Background: an optimization exercise with open tools, aiming at small area, a short achievable clock period and few clock cycles. Do not read the settings as production practice.
For this run, only the layout was checked, not whether the RTL still works.
Power figures rest on the tool's default switching activity, not on a simulated workload.

==> design.v <==
module fcsu (
    input  wire        clk,
    input  wire        rst,
    input  wire        h_valid,
    output wire        h_ready,
    input  wire        h_write,
    input  wire        h_word,
    input  wire [17:0] h_addr,
    input  wire [31:0] h_wdata,
    output wire        h_done,
    output wire [31:0] h_rdata,
    output reg         in_en,
    output reg         in_we,
    output reg  [3:0]  in_wmask,
    output reg  [11:0] in_addr,
    output reg  [31:0] in_wdata,
    input  wire [31:0] in_rdata,
    output reg         out_en,
    output reg         out_we,
    output reg  [3:0]  out_wmask,
    output reg  [11:0] out_addr,
    output reg  [31:0] out_wdata,
    input  wire [31:0] out_rdata
);
    localparam [13:0] IN_CAP  = 14'd8196;
    localparam [13:0] OUT_CAP = 14'd8194;
    localparam [3:0] ST_OK        = 4'h0;
    localparam [3:0] ST_EMPTY     = 4'h1;
    localparam [3:0] ST_LEN_MIS   = 4'h2;
    localparam [3:0] ST_UNK_ITEM  = 4'h3;
    localparam [3:0] ST_TRUNC     = 4'h4;
    localparam [3:0] ST_BAD_WIDTH = 4'h5;
    localparam [3:0] ST_TOO_LONG  = 4'h6;
    localparam [3:0] ST_INV_ARG   = 4'h7;
    localparam [3:0] ST_SMP_END   = 4'h8;
    localparam [3:0] ST_NOT_ARMED = 4'h9;
    localparam [3:0] ST_ILLEGAL   = 4'hA;
    localparam [3:0] S_IDLE    = 4'd0;
    localparam [3:0] S_ACC     = 4'd1;
    localparam [3:0] S_MRD     = 4'd2;
    localparam [3:0] S_CPY_RD  = 4'd3;
    localparam [3:0] S_CPY_WR  = 4'd4;
    localparam [3:0] S_DEC_RD  = 4'd5;
    localparam [3:0] S_DEC_GOT = 4'd6;
    localparam [3:0] S_DEC_END = 4'd7;
    localparam [3:0] S_SMP_RD  = 4'd8;
    localparam [3:0] S_SMP_GOT = 4'd9;
    localparam [3:0] S_FIN     = 4'd10;
    reg [3:0] state;
    reg        rq_write;
    reg        rq_word;
    reg [17:0] rq_addr;
    reg [31:0] rq_wdata;
    reg [31:0] type_r, item_r, tlen_r, hdr_r, width_r, soff_r, slen_r;
    reg [13:0] in_len;
    reg [13:0] out_len;
    reg [3:0]  status;
    reg [1:0]  r_kind;
    reg [2:0]  r_type;
    reg [15:0] r_item;
    reg [15:0] r_seq;
    reg [2:0]  r_body_off;
    reg [13:0] r_body_len;
    reg [15:0] r_hdr;
    reg [13:0] r_declen;
    reg        r_esc;
    reg        su_armed;
    reg [2:0]  su_bps;
    reg [5:0]  su_width;
    reg [13:0] su_off;
    reg [13:0] su_count;
    reg [13:0] su_pos;
    reg [31:0] su_sample;
    reg [13:0] idx;         
    reg [13:0] cnt;         
    reg [2:0]  out_base;    
    reg [31:0] acc;         
    wire        a_reg  = (rq_addr[17:8] == 10'd0);
    wire [13:0] a_in_i = rq_addr[13:0];
    wire        a_in   = (rq_addr[17:16] == 2'd1) && (rq_addr[15:14] == 2'd0) && (a_in_i < IN_CAP);
    wire [13:0] a_out_i = rq_addr[13:0];
    wire        a_out  = (rq_addr[17:16] == 2'd2) && (rq_addr[15:14] == 2'd0) && (a_out_i < OUT_CAP);
    wire [5:0]  a_off  = rq_addr[7:2];
    function known_item;
        input [31:0] c;
        begin
            known_item = (c == 32'h0000) || (c == 32'h0018) || (c == 32'h0020) ||
                         (c == 32'h0044) || (c == 32'h008A) || (c == 32'h00B8);
        end
    endfunction
    wire [7:0] opcode  = rq_wdata[7:0];
    wire       illegal = (rq_wdata[31:8] != 24'd0) || (opcode > 8'd7);
    wire        tlen_neg  = tlen_r[31];
    wire        pack_esc  = (type_r[2:0] >= 3'd4) && (tlen_r == 32'd8194);
    wire        pack_long = !pack_esc && (tlen_r > 32'd8191);
    wire [15:0] pack_word = pack_esc ? {type_r[2:0], 13'd0} : {type_r[2:0], tlen_r[12:0]};
    wire [2:0]  up_t    = hdr_r[15:13];
    wire        up_esc  = (up_t >= 3'd4) && (hdr_r[12:0] == 13'd0);
    wire [13:0] up_decl = up_esc ? 14'd8194 : {1'b0, hdr_r[12:0]};
    function [1:0] kind_of;
        input [2:0] t;
        begin
            if (t <= 3'd3)      kind_of = 2'd0;
            else if (t == 3'd4) kind_of = 2'd1;
            else if (t == 3'd5) kind_of = 2'd2;
            else                kind_of = 2'd3;
        end
    endfunction
    wire [14:0] ctrl_total = {1'b0, in_len} + 15'd4;
    wire [15:0] ctrl_word  = {type_r[2:0], ctrl_total[12:0]};
    wire [14:0] data_total = {1'b0, in_len} + 15'd2;
    wire        data_esc   = (data_total == 15'd8194);
    wire        data_long  = !data_esc && (data_total > 15'd8191);
    wire [15:0] data_word  = data_esc ? {type_r[2:0], 13'd0} : {type_r[2:0], data_total[12:0]};
    wire        width_ok  = (width_r >= 32'd1) && (width_r <= 32'd32);
    wire [32:0] win_end   = {1'b0, soff_r} + {1'b0, slen_r};
    wire        win_bad   = win_end > {19'd0, in_len};
    wire [5:0]  width_p7  = width_r[5:0] + 6'd7;
    wire [2:0]  start_bps = width_p7[5:3];
    reg  [13:0] start_count;
    always @(*) begin
        case (start_bps)
            3'd1:    start_count = slen_r[13:0];
            3'd2:    start_count = slen_r[13:0] >> 1;
            3'd3:    start_count = slen_r[13:0] / 14'd3;
            default: start_count = slen_r[13:0] >> 2;
        endcase
    end
    wire [13:0] smp_base = su_off + su_pos * {11'd0, su_bps};
    reg [31:0] reg_rdata;
    always @(*) begin
        case (a_off)
            6'h01: reg_rdata = {28'd0, status};
            6'h02: reg_rdata = type_r;
            6'h03: reg_rdata = item_r;
            6'h04: reg_rdata = tlen_r;
            6'h05: reg_rdata = hdr_r;
            6'h06: reg_rdata = width_r;
            6'h07: reg_rdata = soff_r;
            6'h08: reg_rdata = slen_r;
            6'h09: reg_rdata = {18'd0, in_len};
            6'h0A: reg_rdata = {18'd0, out_len};
            6'h0B: reg_rdata = {30'd0, r_kind};
            6'h0C: reg_rdata = {29'd0, r_type};
            6'h0D: reg_rdata = {16'd0, r_item};
            6'h0E: reg_rdata = {16'd0, r_seq};
            6'h0F: reg_rdata = {29'd0, r_body_off};
            6'h10: reg_rdata = {18'd0, r_body_len};
            6'h11: reg_rdata = {16'd0, r_hdr};
            6'h12: reg_rdata = {18'd0, r_declen};
            6'h13: reg_rdata = {31'd0, r_esc};
            6'h14: reg_rdata = {10'd0, su_width, 5'd0, su_bps, 7'd0, su_armed};
            6'h15: reg_rdata = {18'd0, su_off};
            6'h16: reg_rdata = {18'd0, su_count};
            6'h17: reg_rdata = {18'd0, su_pos};
            6'h18: reg_rdata = su_sample;
            6'h19: reg_rdata = 32'h4643_5301;
            6'h1A: reg_rdata = {18'd0, IN_CAP};
            default: reg_rdata = 32'd0;
        endcase
    end
    wire [13:0] out_idx = {11'd0, out_base} + cnt;
    wire [7:0] in_byte_idx  = in_rdata[8*idx[1:0] +: 8];
    wire [7:0] host_in_byte = in_rdata[8*a_in_i[1:0] +: 8];
    wire [7:0] host_out_byte = out_rdata[8*a_out_i[1:0] +: 8];
    reg done_c;
    always @(*) begin
        done_c = 1'b0;
        case (state)
            S_ACC: begin
                if (!rq_write)
                    done_c = !(a_in || a_out);
                else if (a_reg && a_off == 6'h00)
                    done_c = illegal || (opcode <= 8'd2) || (opcode == 8'd6) ||
                             (opcode == 8'd3 && (type_r > 32'd3 || !known_item(item_r) || ctrl_total > 15'd8191)) ||
                             (opcode == 8'd4 && (type_r < 32'd4 || type_r > 32'd7 ||
                                                 (type_r[2:1] == 2'b10 && in_len < 14'd2) || data_long)) ||
                             (opcode == 8'd5 && in_len < 14'd2) ||
                             (opcode == 8'd7 && (!su_armed || su_pos == su_count));
                else
                    done_c = 1'b1;
            end
            S_MRD:  done_c = 1'b1;
            S_FIN:  done_c = 1'b1;
            default: done_c = 1'b0;
        endcase
    end
    assign h_ready = (state == S_IDLE);
    assign h_done  = done_c;
    assign h_rdata = (state == S_MRD) ? {24'd0, a_in ? host_in_byte : host_out_byte} :
                     a_reg ? reg_rdata : 32'd0;
    always @(*) begin
        in_en = 1'b0;  in_we = 1'b0;  in_wmask = 4'd0;  in_addr = 12'd0;  in_wdata = 32'd0;
        out_en = 1'b0; out_we = 1'b0; out_wmask = 4'd0; out_addr = 12'd0; out_wdata = 32'd0;
        case (state)
            S_ACC: begin
                if (rq_write && a_in) begin
                    in_en = 1'b1;
                    in_we = 1'b1;
                    in_addr = a_in_i[13:2];
                    if (rq_word) begin
                        in_wmask = 4'hF;
                        in_wdata = rq_wdata;
                    end else begin
                        in_wmask = 4'b0001 << a_in_i[1:0];
                        in_wdata = {4{rq_wdata[7:0]}};
                    end
                end else if (!rq_write && a_in) begin
                    in_en = 1'b1;
                    in_addr = a_in_i[13:2];
                end else if (!rq_write && a_out) begin
                    out_en = 1'b1;
                    out_addr = a_out_i[13:2];
                end else if (rq_write && a_reg && a_off == 6'h00 && !done_c) begin
                    if (opcode == 8'd3) begin
                        out_en = 1'b1;
                        out_we = 1'b1;
                        out_wmask = 4'hF;
                        out_wdata = {item_r[15:0], ctrl_word};
                    end else if (opcode == 8'd4) begin
                        out_en = 1'b1;
                        out_we = 1'b1;
                        out_wmask = 4'b0011;
                        out_wdata = {16'd0, data_word};
                    end
                end
            end
            S_CPY_RD, S_DEC_RD, S_SMP_RD: begin
                in_en = 1'b1;
                in_addr = idx[13:2];
            end
            S_CPY_WR: begin
                out_en = 1'b1;
                out_we = 1'b1;
                out_addr = out_idx[13:2];
                out_wmask = 4'b0001 << out_idx[1:0];
                out_wdata = {4{in_byte_idx}};
            end
            default: ;
        endcase
    end
    wire [15:0] dec_w    = acc[15:0];
    wire [2:0]  dec_t    = dec_w[15:13];
    wire        dec_esc  = (dec_t >= 3'd4) && (dec_w[12:0] == 13'd0);
    wire [13:0] dec_decl = dec_esc ? 14'd8194 : {1'b0, dec_w[12:0]};
    always @(posedge clk) begin
        if (rst) begin
            state <= S_IDLE;
            rq_write <= 1'b0; rq_word <= 1'b0; rq_addr <= 18'd0; rq_wdata <= 32'd0;
            type_r <= 32'd0; item_r <= 32'd0; tlen_r <= 32'd0; hdr_r <= 32'd0;
            width_r <= 32'd0; soff_r <= 32'd0; slen_r <= 32'd0;
            in_len <= 14'd0; out_len <= 14'd0; status <= ST_OK;
            r_kind <= 2'd0; r_type <= 3'd0; r_item <= 16'd0; r_seq <= 16'd0;
            r_body_off <= 3'd0; r_body_len <= 14'd0; r_hdr <= 16'd0; r_declen <= 14'd0;
            r_esc <= 1'b0;
            su_armed <= 1'b0; su_bps <= 3'd0; su_width <= 6'd0; su_off <= 14'd0;
            su_count <= 14'd0; su_pos <= 14'd0; su_sample <= 32'd0;
            idx <= 14'd0; cnt <= 14'd0; out_base <= 3'd0; acc <= 32'd0;
        end else begin
            case (state)
                S_IDLE: begin
                    if (h_valid) begin
                        rq_write <= h_write;
                        rq_word  <= h_word;
                        rq_addr  <= h_addr;
                        rq_wdata <= h_wdata;
                        state    <= S_ACC;
                    end
                end
                S_ACC: begin
                    state <= S_IDLE;
                    if (!rq_write) begin
                        if (a_in || a_out)
                            state <= S_MRD;
                    end else if (a_in) begin
                        su_armed <= 1'b0;
                    end else if (a_reg) begin
                        case (a_off)
                            6'h02: type_r  <= rq_wdata;
                            6'h03: item_r  <= rq_wdata;
                            6'h04: tlen_r  <= rq_wdata;
                            6'h05: hdr_r   <= rq_wdata;
                            6'h06: width_r <= rq_wdata;
                            6'h07: soff_r  <= rq_wdata;
                            6'h08: slen_r  <= rq_wdata;
                            6'h09: begin
                                su_armed <= 1'b0;
                                if (rq_wdata <= {18'd0, IN_CAP})
                                    in_len <= rq_wdata[13:0];
                            end
                            6'h00: begin
                                if (illegal) begin
                                    status <= ST_ILLEGAL;
                                end else begin
                                    if (opcode >= 8'd1 && opcode <= 8'd5) begin
                                        r_kind <= 2'd0; r_type <= 3'd0; r_item <= 16'd0;
                                        r_seq <= 16'd0; r_body_off <= 3'd0; r_body_len <= 14'd0;
                                        r_hdr <= 16'd0; r_declen <= 14'd0; r_esc <= 1'b0;
                                    end
                                    case (opcode)
                                        8'd0: status <= ST_OK;
                                        8'd1: begin
                                            if (type_r > 32'd7 || tlen_neg)
                                                status <= ST_INV_ARG;
                                            else if (pack_long)
                                                status <= ST_TOO_LONG;
                                            else begin
                                                r_hdr  <= pack_word;
                                                r_esc  <= pack_esc;
                                                status <= ST_OK;
                                            end
                                        end
                                        8'd2: begin
                                            if (hdr_r > 32'hFFFF)
                                                status <= ST_INV_ARG;
                                            else begin
                                                r_hdr    <= hdr_r[15:0];
                                                r_type   <= up_t;
                                                r_kind   <= kind_of(up_t);
                                                r_declen <= up_decl;
                                                r_esc    <= up_esc;
                                                status   <= ST_OK;
                                            end
                                        end
                                        8'd3: begin
                                            out_len <= 14'd0;
                                            if (type_r > 32'd3 || !known_item(item_r))
                                                status <= ST_INV_ARG;
                                            else if (ctrl_total > 15'd8191)
                                                status <= ST_TOO_LONG;
                                            else begin
                                                out_len  <= ctrl_total[13:0];
                                                r_hdr    <= ctrl_word;
                                                r_esc    <= 1'b0;
                                                status   <= ST_OK;
                                                out_base <= 3'd4;
                                                idx      <= 14'd0;
                                                cnt      <= 14'd0;
                                                state    <= (in_len == 14'd0) ? S_FIN : S_CPY_RD;
                                            end
                                        end
                                        8'd4: begin
                                            out_len <= 14'd0;
                                            if (type_r < 32'd4 || type_r > 32'd7 ||
                                                (type_r[2:1] == 2'b10 && in_len < 14'd2))
                                                status <= ST_INV_ARG;
                                            else if (data_long)
                                                status <= ST_TOO_LONG;
                                            else begin
                                                out_len  <= data_total[13:0];
                                                r_hdr    <= data_word;
                                                r_esc    <= data_esc;
                                                status   <= ST_OK;
                                                out_base <= 3'd2;
                                                idx      <= 14'd0;
                                                cnt      <= 14'd0;
                                                state    <= (in_len == 14'd0) ? S_FIN : S_CPY_RD;
                                            end
                                        end
                                        8'd5: begin
                                            if (in_len < 14'd2)
                                                status <= ST_EMPTY;
                                            else begin
                                                idx   <= 14'd0;
                                                cnt   <= 14'd0;
                                                acc   <= 32'd0;
                                                state <= S_DEC_RD;
                                            end
                                        end
                                        8'd6: begin
                                            su_sample <= 32'd0;
                                            if (!width_ok || win_bad) begin
                                                status   <= width_ok ? ST_INV_ARG : ST_BAD_WIDTH;
                                                su_armed <= 1'b0;
                                                su_bps   <= 3'd0;
                                                su_width <= 6'd0;
                                                su_off   <= 14'd0;
                                                su_count <= 14'd0;
                                                su_pos   <= 14'd0;
                                            end else begin
                                                status   <= ST_OK;
                                                su_armed <= 1'b1;
                                                su_bps   <= start_bps;
                                                su_width <= width_r[5:0];
                                                su_off   <= soff_r[13:0];
                                                su_count <= start_count;
                                                su_pos   <= 14'd0;
                                            end
                                        end
                                        8'd7: begin
                                            if (!su_armed)
                                                status <= ST_NOT_ARMED;
                                            else if (su_pos == su_count)
                                                status <= ST_SMP_END;
                                            else begin
                                                idx   <= smp_base;
                                                cnt   <= 14'd0;
                                                acc   <= 32'd0;
                                                state <= S_SMP_RD;
                                            end
                                        end
                                        default: ;
                                    endcase
                                end
                            end
                            default: ;
                        endcase
                    end
                end
                S_MRD: state <= S_IDLE;
                S_CPY_RD: state <= S_CPY_WR;
                S_CPY_WR: begin
                    cnt <= cnt + 14'd1;
                    idx <= idx + 14'd1;
                    state <= (cnt + 14'd1 == in_len) ? S_FIN : S_CPY_RD;
                end
                S_DEC_RD: state <= S_DEC_GOT;
                S_DEC_GOT: begin
                    acc <= acc | ({24'd0, in_byte_idx} << (8 * cnt[1:0]));
                    cnt <= cnt + 14'd1;
                    idx <= idx + 14'd1;
                    if (cnt == 14'd1 || cnt == 14'd3)
                        state <= S_DEC_END;
                    else
                        state <= S_DEC_RD;
                end
                S_DEC_END: begin
                    state <= S_FIN;
                    if (cnt == 14'd2) begin
                        if (in_len != dec_decl)
                            status <= ST_LEN_MIS;
                        else if (dec_t <= 3'd5 && in_len < 14'd4)
                            status <= ST_TRUNC;
                        else if (dec_t <= 3'd5)
                            state <= S_DEC_RD;    
                        else begin
                            r_kind     <= 2'd3;
                            r_type     <= dec_t;
                            r_body_off <= 3'd2;
                            r_body_len <= in_len - 14'd2;
                            r_hdr      <= dec_w;
                            r_declen   <= dec_decl;
                            r_esc      <= dec_esc;
                            status     <= ST_OK;
                        end
                    end else begin
                        if (dec_t <= 3'd4 && !known_item({16'd0, acc[31:16]}))
                            status <= ST_UNK_ITEM;
                        else begin
                            r_kind     <= kind_of(dec_t);
                            r_type     <= dec_t;
                            r_item     <= (dec_t <= 3'd4) ? acc[31:16] : 16'd0;
                            r_seq      <= (dec_t == 3'd5) ? acc[31:16] : 16'd0;
                            r_body_off <= 3'd4;
                            r_body_len <= in_len - 14'd4;
                            r_hdr      <= dec_w;
                            r_declen   <= dec_decl;
                            r_esc      <= dec_esc;
                            status     <= ST_OK;
                        end
                    end
                end
                S_SMP_RD: state <= S_SMP_GOT;
                S_SMP_GOT: begin
                    acc <= acc | ({24'd0, in_byte_idx} << (8 * cnt[1:0]));
                    cnt <= cnt + 14'd1;
                    idx <= idx + 14'd1;
                    if (cnt + 14'd1 == {11'd0, su_bps}) begin
                        su_sample <= acc | ({24'd0, in_byte_idx} << (8 * cnt[1:0]));
                        su_pos    <= su_pos + 14'd1;
                        status    <= ST_OK;
                        state     <= S_FIN;
                    end else
                        state <= S_SMP_RD;
                end
                S_FIN: state <= S_IDLE;
                default: state <= S_IDLE;
            endcase
        end
    end
endmodule
==> run.sh <==
#!/bin/bash
# synth_recipe.tcl (not shown) runs the flow's synth.tcl, then flattens the netlist and writes it again
# the make line also repeats each setting of config.mk as NAME=value (left out here)
make -C /OpenROAD-flow-scripts/flow DESIGN_CONFIG=/design/flow/config.mk WORK_HOME=/design/flow/orfs CLKGATE_MAP_FILE= SYNTH_SCRIPT=/design/flow/synth_recipe.tcl finish
==> config.mk <==
export PLATFORM = sky130hd
export DESIGN_NAME = fcsu
export DESIGN_NICKNAME = fcsu
export VERILOG_FILES = /design/flow/design.v
export SDC_FILE = /design/flow/constraint.sdc
export NUM_CORES = 4
export LEC_CHECK = 0
export CAP_MARGIN = 20
export CORE_MARGIN = 2
export CORE_UTILIZATION = 40
export SLEW_MARGIN = 20
==> constraint.sdc <==
create_clock -name core_clock -period 10.0 [get_ports {clk}]
set_input_delay 2.0000 -clock core_clock [delete_from_list [all_inputs] [get_ports {clk}]]
set_output_delay 2.0000 -clock core_clock [all_outputs]
set_load 0.01 [all_outputs]
==> notes.md <==
-- synthesized netlist by cell type, types with 14 or more instances --
cell type and number:
mux4_2 29, a22o_1 72, o21ai_0 174, nand2b_1 31, o21a_1 16, a222oi_1 26
ha_1 77, and3_1 35, a31oi_1 53, or4_1 21, mux2i_1 27, or3_1 17
a2111oi_0 14, nor2_1 358, clkbuf_1 324, a21o_1 34, nor2b_1 31, a211oi_1 71
fa_1 25, a21oi_1 571, inv_1 101, and2_1 42, nand4_1 51, xor2_1 44
a22oi_1 107, nor3_1 119, nand3_1 108, nand2_1 962, xnor2_1 104, a221oi_1 65
buf_1 30, dfxtp_1 542, nor4_1 59
-- cell type report --
type | instances | area (um2)
Multi-Input combinational cell | 3543 | 20800
Sequential cell | 542 | 10900
Timing Repair Buffer | 350 | 3260
Antenna cell | 6 | 15.0
Fill cell | 8263 | 43400
Clock buffer | 88 | 1860
Tap cell | 1070 | 1340
Inverter | 103 | 387
Clock inverter | 27 | 438
-- power breakdown --
group / leakage (nW) / internal, mW / switching (mW)
registers: 4.37 / 2.17 / 0.0398
logic: 7.97 / 0.111 / 0.253
clock network: 1.12 / 1.47 / 1.09
-- cell families after synthesis --
family / after synthesis / synth area share (%)
and+or+nand+nor: 1891 / 25.2
AOI/OAI and AO/OA: 1342 / 25.7
DFF: 542 / 32.5
buffers and inverters: 474 / 5.43
xor gates and xnor gates: 149 / 3.93
adders and majority gates: 102 / 4.38
muxes: 59 / 2.87
-- flip-flops by register name (all words and copies together), names as in the netlist, 16 cells and up --
register / cells
hdr_r: 32
type_r: 32
slen_r: 32
acc: 32
r_seq: 16
item_r: 32
r_item: 16
rq_wdata: 32
r_hdr: 16
soff_r: 32
rq_addr: 18
tlen_r: 32
su_sample: 32
width_r: 32
-- worst paths after layout --
check	end	slack, ps	cells past startpoint	startpoint
hold reg to reg	rq_word	460	2	rq_word
hold / removal	rq_word	460	2	rq_word
setup / recovery	out_wdata[8]	1790	12	item_r[6]
setup reg to reg	su_count[1]	3120	20	slen_r[1]
-- layer usage --
metal	global-route usage, %	vias up	part of all wire, %
met5	0	-	0.035
met4	20.7	4	6.3
met3	12.0	527	13
met2	55.2	2670	41
met1	51.3	17900	39
li1	-	16400	-
-- tightest hold or removal path: stages (launching register included) --
cell,delay [ps]
dfxtp_1,310
nand2_1,50
a21oi_1,50
==> metrics.md <==
| Metric | Value |
|---|---|
| Status | finished clean |
| RSZ-0062 raised after global routing | false |
| Gr usage total | 38.5% |
| Design Power | 5.13 mW |
| Starting Density | between 40% and 50% |
| Final hold vios | 0 |
| Worst slew pin tran | between 1000 and 1500 ps |
| CP Data Required Time | roughly 8000 ps |
| Vias in the first global route | between 30,000 and 40,000 |
| Crit path max-delay family | compound AO/OA/AOI/OAI gates |
| CTS root buffer | clkbuf_16 |
| Most common cell after layout, fill and taps aside | nand2_1 |
| Critical Path End Type | output port |
| First-pass GRT wire length | between 200,000 and 250,000 um |
| Max incr delay on CP | between 800 and 900 ps |
| Final Util | a little under half |
| Die H | 293 um |
| Critical path's slowest cell | o21ai_0 |
| Ys Warns | 1 |
| Leakage Power | around 13 nW |
| P&R area growth vs syn | 16.8% |
| Crit Path Class | reg -> out |
| Clock sink total | roughly 540 |
| Die area | between 80,000 and 90,000 um2 |
| Final Max Slew Viols | 0 |
| Post-synth cell types | a little under 100 |
| Fin Setup TNS | 0 ps |
| Power per standard cell area | about 130 nW/um2 |
| CP startpoint kind | flip-flop |
| Ys flop type | dfxtp_1 |
| Sum of buffers and inverters on the critical path | 3 |
| H-Tree Depth | 3 |
| Nets@finish | around 4,800 |
| Period utilization | between 80 and 90% |
| Pre-CTS setup slack | around 2800 ps |
| Post-DP HPWL | between 100,000 and 150,000 um |
| Synth area leaders | dfxtp_1 (32%), nand2_1 (11%), a21oi_1 (8.6%), nor2_1 (4.0%), clkbuf_1 (3.6%) |
| Placed Area | ~37,000 um2 |
| Number of setup buffers added after CTS | 0 |
| Worst min-delay path class | reg -> reg |
| Slew margin rel. | 19.6% |
| Critical-path cell list | inv_1 > o21ai_0 > and4_1 > nand4_1 > a221oi_1 > o22ai_1 > nand4b_1 > buf_4 > a21oi_1 > nand2_1 > nand2_1 > clkdlybuf4s50_1 |
| Syn Nets | between 4,000 and 5,000 |
| Synth Instances | roughly 4,600 |
| Chip width | ~290 um |
| Routed vias | around 37,000 |
| Num ports | 253 |
| Worst Path Arrival | approximately 6200 ps |
| Final min period | 8210 ps |
| Pin count of the biggest net entering global routing | 136 |
| WL/cell | about 30 um |
| Drt drc | 0 |
| Peak supply drop | about 140 uV |
| Cell taking the most area after synthesis | dfxtp_1 |
| GRT overflow | 0 |
| Share of cells above drive strength 1 | about 6.4% |
| CTS resizes | 0 |
| ANT nets after route | 0 |
| Final hold slack | roughly 460 ps |
| Critical Path Fanout Max | 23 |
| Non-Filler Instances | between 5,000 and 6,000 |
| Placer Congestion | 1.08 |
| Register area share after synthesis | approximately a third |
| 1st-iter DRT viols | around 5,800 |
| Avg Inst Size Synth | around 7.3 um2 |
| Rows | roughly 110 |
| Yosys top cell area share | about a third |
| Clock Skew | about 56 ps |
| TritonRoute pass-1 iters | 9 |
| F_max | ~0.12 GHz |
| Inst Count DP | between 5,000 and 6,000 |
| Number of synthesized flops with an enable pin | 0 |
| CTS tree | yes |
| Most frequent cells in the layout | nand2_1 (959), a21oi_1 (570), dfxtp_1 (540) |
| CTS clock-pin slew for the worst setup and hold paths | roughly 60 ps |
| Cts hold-fix bufs | 0 |
| Num CTS Buffers | between 60 and 70 |
| Final instance area | 39,000 um2 |
| FFs w/ async S/R, synth | 0% |
| Crit path top cell by count | nand2_1 |
| Synth Register Bits | 542 |
| Routed vias/inst | 6.54 |
| Setup violations, final | 0 |
| Initial antenna violation count | 8 |
| Core Area | a little over 80,000 um2 |
| Port Buffer Count | about 250 |
| Total Routed Length | 171,000 um |
| Setup ws final | between 1500 and 2000 ps |
| Clk Latency, worst-skew pair | 660 ps |
| Clk buf depth | 3 |
| Max Cap Viol | 0 |
| Mapped Area | 33,400 um2 |

==> afterwards: timing with drivers on the ports <==
No port has a modelled driver above. Below, the same layout with a new extraction and two added sets of constraints. Step 1, drivers: a clkbuf_16 drives clk and a buf_2 each remaining input, both assumed. Step 2 also shifts input and output timing later by t, the mid clock arrival at the registers, as if the neighbouring blocks saw the same clock. a / b / c = no drivers / after step 1 / after step 2; a / b = the first two.
t, ns: 0.706
setup WS [ns]: 1.788 / 1.716 / 2.422
worst hold slack (ns): 0.457 / 0.457 / 0.457
worst setup path at the end: register to output
clock arrival spread, ns: 0.056 / 0.056
After both steps setup and hold are still met in this run. For this run, drivers alone change the setup slack by -0.072 ns; drivers and shift together by +0.634 ns.
